What follows belongs to an exercise in optimizing a design on an open flow for small area, a short achievable clock period and few clock cycles; a production flow would make more cautious choices.
Function was checked by simulation only, so behaviour that the tests miss may differ from the original.
No activity file was given, so power comes from the tool's default toggle rates.

==> flow/design.v <==
module bitsync_decoder (
    input  wire         clk,
    input  wire         rst,
    input  wire         ev_valid,
    input  wire         ev_resync,
    input  wire         ev_feed,
    input  wire         ev_bit,
    output wire         ev_ready,
    input  wire         forward_invalid,
    output wire         out_valid,
    output wire         out_record,
    output wire         out_crc_ok,
    output reg  [3:0]   out_kind,
    output wire [287:0] out_msg,
    output wire [15:0]  out_crc_calc,
    output wire [15:0]  out_crc_rx,
    output reg  [31:0]  cnt_attempt,
    output reg  [31:0]  cnt_pass,
    output reg  [31:0]  cnt_abandon
);
    reg         sync;
    reg  [4:0]  cnt5;       
    reg         par;        
    reg  [31:0] gb;         
    reg         fe;         
    reg  [3:0]  kf;         
    reg         sv;         
    reg  [1:0]  rsym;
    reg  [4:0]  ngrp;       
    reg  [2:0]  rel  [0:7];
    reg  [28:0] hist [0:7];   
    reg         e1, e2, e2_first, fin1, ov;
    reg  [4:0]  nbyte;      
    reg  [7:0]  b_r;
    reg  [255:0] msg;       
    reg  [15:0] crc;
    reg         ok_r, rec_r;
    integer s;
    reg         rdy, i_acc, i_rs, i_fd, i_bit;
    assign ev_ready = rdy;
    always @(posedge clk) begin
        if (rst) begin
            rdy   <= 1'b1;
            i_acc <= 1'b0;
        end else begin
            rdy   <= ~(ev_valid & rdy & ev_resync);
            i_acc <= ev_valid & rdy;
        end
        i_rs  <= ev_resync;
        i_fd  <= ev_feed;
        i_bit <= ev_bit;
    end
    wire        acc      = i_acc;
    wire        hunt_eff = i_rs | ~sync;
    wire        abandon  = acc & i_rs & sync;
    wire        lk_feed  = acc & i_fd & ~hunt_eff;
    wire        last_grp = (ngrp == 5'd17);
    wire        grp_done = lk_feed & (cnt5 == 5'd31);
    wire        abort    = abandon & ~(last_grp & (fe | sv));
    wire [3:0]  jst = i_rs ? 4'd0 : cnt5[3:0];
    reg  [4:0]  kmp;
    always @* begin
        case (jst)
            4'd0:  kmp = i_bit ? 5'd1  : 5'd0;
            4'd1:  kmp = i_bit ? 5'd2  : 5'd0;
            4'd2:  kmp = i_bit ? 5'd2  : 5'd3;
            4'd3:  kmp = i_bit ? 5'd4  : 5'd0;
            4'd4:  kmp = i_bit ? 5'd2  : 5'd5;
            4'd5:  kmp = i_bit ? 5'd1  : 5'd6;
            4'd6:  kmp = i_bit ? 5'd7  : 5'd0;
            4'd7:  kmp = i_bit ? 5'd8  : 5'd0;
            4'd8:  kmp = i_bit ? 5'd9  : 5'd3;
            4'd9:  kmp = i_bit ? 5'd2  : 5'd10;
            4'd10: kmp = i_bit ? 5'd4  : 5'd11;
            4'd11: kmp = i_bit ? 5'd12 : 5'd0;
            4'd12: kmp = i_bit ? 5'd2  : 5'd13;
            4'd13: kmp = i_bit ? 5'd1  : 5'd14;
            4'd14: kmp = i_bit ? 5'd1  : 5'd15;
            default: kmp = i_bit ? 5'd16 : 5'd0;
        endcase
    end
    always @(posedge clk) begin
        if (rst) begin
            sync <= 1'b0;
            cnt5 <= 5'd0;
            par  <= 1'b0;
        end else if (acc) begin
            if (i_fd & hunt_eff) begin
                sync <= (kmp == 5'd16);
                cnt5 <= (kmp == 5'd16) ? 5'd0 : kmp;
            end else if (i_rs) begin
                sync <= 1'b0;
                cnt5 <= 5'd0;
            end else if (lk_feed) begin
                cnt5 <= cnt5 + 5'd1;
                if (cnt5 == 5'd31) begin
                    par <= ~par;
                    if (last_grp)
                        sync <= 1'b0;
                end
            end
        end
    end
    wire [3:0] wm  = cnt5[4:1];
    wire [3:0] wsl = par ? {~wm[1:0], ~wm[3:2]} : wm;
    always @(posedge clk)
        if (lk_feed)
            gb[{wsl, ~cnt5[0]}] <= i_bit;
    wire [3:0] rsl = par ? {~kf[1:0], ~kf[3:2]} : kf;
    always @(posedge clk)
        rsym <= {gb[{rsl, 1'b1}], gb[{rsl, 1'b0}]};
    always @(posedge clk) begin
        if (rst) begin
            fe   <= 1'b0;
            sv   <= 1'b0;
            kf   <= 4'd0;
            ngrp <= 5'd0;
        end else begin
            sv <= fe & ~abort;
            if (abort) begin
                fe   <= 1'b0;
                ngrp <= 5'd0;
            end else begin
                if (grp_done) begin
                    fe <= 1'b1;
                    kf <= 4'd0;
                end else if (fe) begin
                    kf <= kf + 4'd1;
                    if (kf == 4'd15)
                        fe <= 1'b0;
                end
                if (sv && kf == 4'd0)
                    ngrp <= last_grp ? 5'd0 : ngrp + 5'd1;
            end
        end
    end
    wire        early = (ngrp == 5'd0) && (kf == 4'd1 || kf == 4'd2 || kf == 4'd3);
    function [2:0] sat7;
        input [2:0] r;
        input [1:0] d;
        reg   [3:0] t;
        begin
            t    = {1'b0, r} + {2'b00, d};
            sat7 = t[3] ? 3'd7 : t[2:0];
        end
    endfunction
    reg  [2:0]  ra, rb;
    reg  [2:0]  a0, a1, a2, b0, b1, b2;
    reg         c0, c1, c2;
    reg  [1:0]  e0;
    reg         x0, x2;
    reg  [7:0]  dec;
    reg  [2:0]  rel_nx [0:7];
    reg         z_even, z_odd, delta;
    integer j;
    always @* begin
        z_even = (rel[0] == 3'd0) | (rel[2] == 3'd0) | (rel[4] == 3'd0) | (rel[6] == 3'd0);
        z_odd  = (rel[1] == 3'd0) | (rel[3] == 3'd0) | (rel[5] == 3'd0) | (rel[7] == 3'd0);
        delta  = (rsym[1] ^ rsym[0]) ? ~z_odd : ~z_even;
        for (j = 0; j < 4; j = j + 1) begin
            ra = rel[j];
            rb = rel[j + 4];
            a0 = ra;  a1 = sat7(ra, 2'd1);  a2 = sat7(ra, 2'd2);
            b0 = rb;  b1 = sat7(rb, 2'd1);  b2 = sat7(rb, 2'd2);
            c0 = ~early & ~(a0 <= b2);
            c1 = ~early & ~(a1 <= b1);
            c2 = ~early & ~(a2 <= b0);
            e0 = {j[1] ^ j[2], j[0] ^ j[1] ^ j[2]};
            x0 = (rsym == e0);
            x2 = (rsym == ~e0);
            dec[2*j]     = x0 ? c0 : x2 ? c2 : c1;
            dec[2*j + 1] = x0 ? c2 : x2 ? c0 : c1;
            a0 = a0 - {2'b00, delta};  a1 = a1 - {2'b00, delta};  a2 = a2 - {2'b00, delta};
            b0 = b0 - {2'b00, delta};  b1 = b1 - {2'b00, delta};  b2 = b2 - {2'b00, delta};
            rel_nx[2*j]     = dec[2*j]     ? (x0 ? b2 : x2 ? b0 : b1) : (x0 ? a0 : x2 ? a2 : a1);
            rel_nx[2*j + 1] = dec[2*j + 1] ? (x0 ? b0 : x2 ? b2 : b1) : (x0 ? a2 : x2 ? a0 : a1);
        end
    end
    wire init_cost = sync & (ngrp == 5'd0) & ~fe & ~sv;
    reg [28:0] hist_d [0:7];
    always @* begin
        for (s = 0; s < 8; s = s + 1)
            hist_d[s] = ({29{sv & ~dec[s]}} & {hist[s >> 1][27:0], 1'b0})
                      | ({29{sv &  dec[s]}} & {hist[(s >> 1) + 4][27:0], 1'b1})
                      | ({29{~sv}} & hist[s]);
    end
    always @(posedge clk)
        for (s = 0; s < 8; s = s + 1)
            hist[s] <= hist_d[s];
    always @(posedge clk) begin
        if (sv) begin
            for (s = 0; s < 8; s = s + 1)
                rel[s]  <= rel_nx[s];
        end else if (init_cost) begin
            for (s = 0; s < 8; s = s + 1)
                rel[s] <= (s == 0) ? 3'd0 : 3'd7;
        end
    end
    wire em15 = sv & (kf == 4'd0) & (ngrp != 5'd0) & ~last_grp;
    wire em7  = sv & (kf == 4'd8) & (ngrp >= 5'd2);
    reg [2:0] amin;
    always @* begin
        amin = 3'd0;
        for (s = 7; s >= 0; s = s - 1)
            if (rel[s] == 3'd0)
                amin = s[2:0];
    end
    wire [2:0] sel = (nbyte == 5'd31) ? 3'd0 : amin;
    reg [7:0] wsm;
    always @* begin
        case (nbyte)
            5'd0:  wsm = 8'hff; 5'd1:  wsm = 8'he1; 5'd2:  wsm = 8'h1d; 5'd3:  wsm = 8'h9a;
            5'd4:  wsm = 8'hed; 5'd5:  wsm = 8'h85; 5'd6:  wsm = 8'h33; 5'd7:  wsm = 8'h24;
            5'd8:  wsm = 8'hea; 5'd9:  wsm = 8'h7a; 5'd10: wsm = 8'hd2; 5'd11: wsm = 8'h39;
            5'd12: wsm = 8'h70; 5'd13: wsm = 8'h97; 5'd14: wsm = 8'h57; 5'd15: wsm = 8'h0a;
            5'd16: wsm = 8'h54; 5'd17: wsm = 8'h7d; 5'd18: wsm = 8'h2d; 5'd19: wsm = 8'hd8;
            5'd20: wsm = 8'h6d; 5'd21: wsm = 8'h0d; 5'd22: wsm = 8'hba; 5'd23: wsm = 8'h8f;
            5'd24: wsm = 8'h67; 5'd25: wsm = 8'h59; 5'd26: wsm = 8'hc7; 5'd27: wsm = 8'ha2;
            5'd28: wsm = 8'hbf; 5'd29: wsm = 8'h34; 5'd30: wsm = 8'hca; default: wsm = 8'h18;
        endcase
    end
    reg [15:0] crc_in, crc_nx;
    integer ci;
    always @* begin
        crc_in = e2_first ? 16'hFFFF : crc;
        crc_nx = crc_in;
        for (ci = 7; ci >= 0; ci = ci - 1) begin
            if (crc_nx[15] ^ b_r[ci])
                crc_nx = {crc_nx[14:0], 1'b0} ^ 16'h8005;
            else
                crc_nx = {crc_nx[14:0], 1'b0};
        end
    end
    wire [31:0] tail = {hist[0], 3'b000} ^ 32'h305393df;
    reg  [31:3] tail_r;     
    wire [15:0] rx   = tail[31:16];
    wire        ok   = (crc == rx);
    always @(posedge clk) begin
        if (rst) begin
            e1   <= 1'b0;
            e2   <= 1'b0;
            fin1 <= 1'b0;
            ov   <= 1'b0;
        end else begin
            e1   <= em15 | em7;
            e2   <= e1;
            fin1 <= sv & (kf == 4'd0) & last_grp;
            ov   <= fin1;
        end
        if (init_cost)
            nbyte <= 5'd0;
        else if (e1)
            nbyte <= nbyte + 5'd1;
        b_r      <= hist[sel][28:21] ^ wsm;
        e2_first <= (nbyte == 5'd0);
        if (e2) begin
            msg <= {msg[247:0], b_r};
            crc <= crc_nx;
        end
        if (fin1) begin
            tail_r   <= tail[31:3];
            out_kind <= kind;
            ok_r  <= ok;
            rec_r <= ok | forward_invalid;
        end
    end
    always @(posedge clk) begin
        if (rst) begin
            cnt_attempt <= 32'd0;
            cnt_pass    <= 32'd0;
            cnt_abandon <= 32'd0;
        end else begin
            if (fin1) begin
                cnt_attempt <= cnt_attempt + 32'd1;
                if (ok)
                    cnt_pass <= cnt_pass + 32'd1;
            end
            if (abandon)
                cnt_abandon <= cnt_abandon + 32'd1;
        end
    end
    assign out_valid    = ov;
    assign out_crc_ok   = ok_r;
    assign out_record   = rec_r;
    assign out_crc_calc = crc;
    assign out_crc_rx   = tail_r[31:16];
    assign out_msg      = {msg, tail_r, tail[2:0]};
    reg [3:0] kind;
    always @* begin
        case (msg[223:216])
            8'h01, 8'h02, 8'h03: kind = 4'd1;    
            8'h04:               kind = 4'd2;    
            8'h05:               kind = 4'd3;    
            8'h06:               kind = 4'd4;    
            8'h07:               kind = 4'd5;    
            8'h08, 8'h12:        kind = 4'd6;    
            8'h09, 8'h15:        kind = 4'd7;    
            8'h0A:               kind = 4'd8;    
            8'h0B:               kind = 4'd9;    
            8'h10, 8'h11:        kind = 4'd10;   
            8'h13, 8'h14:        kind = 4'd11;   
            default:             kind = 4'd0;    
        endcase
    end
endmodule
clock: 17.0 ns
lec_check: 0
cap_margin: 20
core_margin: 2
core_utilization: 60
place_density: 0.7
slew_margin: 20
standard.sh (not shown) runs the stock make flow with config.mk's settings and CLKGATE_MAP_FILE= SYNTH_SCRIPT=/design/flow/synth_recipe.tcl, a recipe that flattens the netlist after the stock synthesis.
==> flow/flow/run.sh <==
#!/bin/bash
# Standard ORFS layout; only the port buffers are plain sky130 buffers
# (sky130_fd_sc_hd__buf_1) instead of the delay buffer buffer_ports picks.
set -euo pipefail
export BUFFER_PORTS_ARGS="-buffer_cell sky130_fd_sc_hd__buf_1"
bash standard.sh > standard_flow.log 2>&1
The first run completed without violations.
Testbench counts at the start, summed over its fixed seeds: cycles 39,048.
Change:
--- a/flow/design.v
+++ b/flow/design.v
@@ -30,7 +30,7 @@
     reg  [2:0]  rel  [0:7];
     reg  [28:0] hist [0:7];   
     reg         e1, e2, e2_first, fin1, ov;
-    reg  [4:0]  nbyte;      
+    reg  [4:0]  e1_idx;
     reg  [7:0]  b_r;
     reg  [255:0] msg;       
     reg  [15:0] crc;
@@ -150,13 +150,11 @@
     reg  [1:0]  e0;
     reg         x0, x2;
     reg  [7:0]  dec;
+    reg  [2:0]  cand   [0:7];
     reg  [2:0]  rel_nx [0:7];
     reg         z_even, z_odd, delta;
     integer j;
     always @* begin
-        z_even = (rel[0] == 3'd0) | (rel[2] == 3'd0) | (rel[4] == 3'd0) | (rel[6] == 3'd0);
-        z_odd  = (rel[1] == 3'd0) | (rel[3] == 3'd0) | (rel[5] == 3'd0) | (rel[7] == 3'd0);
-        delta  = (rsym[1] ^ rsym[0]) ? ~z_odd : ~z_even;
         for (j = 0; j < 4; j = j + 1) begin
             ra = rel[j];
             rb = rel[j + 4];
@@ -170,11 +168,14 @@
             x2 = (rsym == ~e0);
             dec[2*j]     = x0 ? c0 : x2 ? c2 : c1;
             dec[2*j + 1] = x0 ? c2 : x2 ? c0 : c1;
-            a0 = a0 - {2'b00, delta};  a1 = a1 - {2'b00, delta};  a2 = a2 - {2'b00, delta};
-            b0 = b0 - {2'b00, delta};  b1 = b1 - {2'b00, delta};  b2 = b2 - {2'b00, delta};
-            rel_nx[2*j]     = dec[2*j]     ? (x0 ? b2 : x2 ? b0 : b1) : (x0 ? a0 : x2 ? a2 : a1);
-            rel_nx[2*j + 1] = dec[2*j + 1] ? (x0 ? b0 : x2 ? b2 : b1) : (x0 ? a2 : x2 ? a0 : a1);
+            cand[2*j]     = dec[2*j]     ? (x0 ? b2 : x2 ? b0 : b1) : (x0 ? a0 : x2 ? a2 : a1);
+            cand[2*j + 1] = dec[2*j + 1] ? (x0 ? b0 : x2 ? b2 : b1) : (x0 ? a2 : x2 ? a0 : a1);
         end
+        z_even = (rel[0] == 3'd0) | (rel[2] == 3'd0) | (rel[4] == 3'd0) | (rel[6] == 3'd0);
+        z_odd  = (rel[1] == 3'd0) | (rel[3] == 3'd0) | (rel[5] == 3'd0) | (rel[7] == 3'd0);
+        delta  = (rsym[1] ^ rsym[0]) ? ~z_odd : ~z_even;
+        for (s = 0; s < 8; s = s + 1)
+            rel_nx[s] = cand[s] - {2'b00, delta};
     end
     wire init_cost = sync & (ngrp == 5'd0) & ~fe & ~sv;
     reg [28:0] hist_d [0:7];
@@ -198,6 +199,7 @@
     end
     wire em15 = sv & (kf == 4'd0) & (ngrp != 5'd0) & ~last_grp;
     wire em7  = sv & (kf == 4'd8) & (ngrp >= 5'd2);
+    wire [4:0] g2 = {ngrp[3:0], 1'b0};
     reg [2:0] amin;
     always @* begin
         amin = 3'd0;
@@ -205,10 +207,10 @@
             if (rel[s] == 3'd0)
                 amin = s[2:0];
     end
-    wire [2:0] sel = (nbyte == 5'd31) ? 3'd0 : amin;
+    wire [2:0] sel = (e1_idx == 5'd31) ? 3'd0 : amin;
     reg [7:0] wsm;
     always @* begin
-        case (nbyte)
+        case (e1_idx)
             5'd0:  wsm = 8'hff; 5'd1:  wsm = 8'he1; 5'd2:  wsm = 8'h1d; 5'd3:  wsm = 8'h9a;
             5'd4:  wsm = 8'hed; 5'd5:  wsm = 8'h85; 5'd6:  wsm = 8'h33; 5'd7:  wsm = 8'h24;
             5'd8:  wsm = 8'hea; 5'd9:  wsm = 8'h7a; 5'd10: wsm = 8'hd2; 5'd11: wsm = 8'h39;
@@ -247,12 +249,9 @@
             fin1 <= sv & (kf == 4'd0) & last_grp;
             ov   <= fin1;
         end
-        if (init_cost)
-            nbyte <= 5'd0;
-        else if (e1)
-            nbyte <= nbyte + 5'd1;
+        e1_idx   <= em7 ? g2 - 5'd3 : g2 - 5'd2;
         b_r      <= hist[sel][28:21] ^ wsm;
-        e2_first <= (nbyte == 5'd0);
+        e2_first <= (e1_idx == 5'd0);
         if (e2) begin
             msg <= {msg[247:0], b_r};
             crc <= crc_nx;
Non-clock buffer count is higher by 2.
Via count came out lower by 0.90%.
Area after synthesis came out lower by 2.1%.
Worst hold slack got worse by 33 ps.
Clock power went down by about 4%.
Global-route usage hardly moves.
Routed wire length came out lower by 3.3%.
Utilization rises by 0.13 points.
Testbench counts after the change, summed over its fixed seeds: cycles 39,048.

==> static timing again, ports no longer ideal <==
Ports are ideal in the flow. The routed layouts listed here were re-timed in OpenROAD. Step 1 assumes that a clkbuf_16 drives the clock port and a buf_2 every other input. Step 2 moves the port delays by t, midway between the first and last clock arrival at a register: inputs arrive t later, outputs are due t later. That takes back most of the time a late clock gives input paths. a / b / c = ideal / step 1 / step 2; a / b = the first two.
run	t (ns)	slack for setup (ns)	clock arrival spread, ns	worst data-port slew with drivers (ns)
the first run	0.693	11.940 / 11.879 / 12.397	0.024 / 0.023	0.10
the second run	0.673	12.187 / 12.124 / 11.903	0.034 / 0.034	0.05
After both steps every run listed still meets setup and hold. For the second run, which loses most, drivers alone change the setup slack by -0.063 ns; drivers and shift together by -0.284 ns.
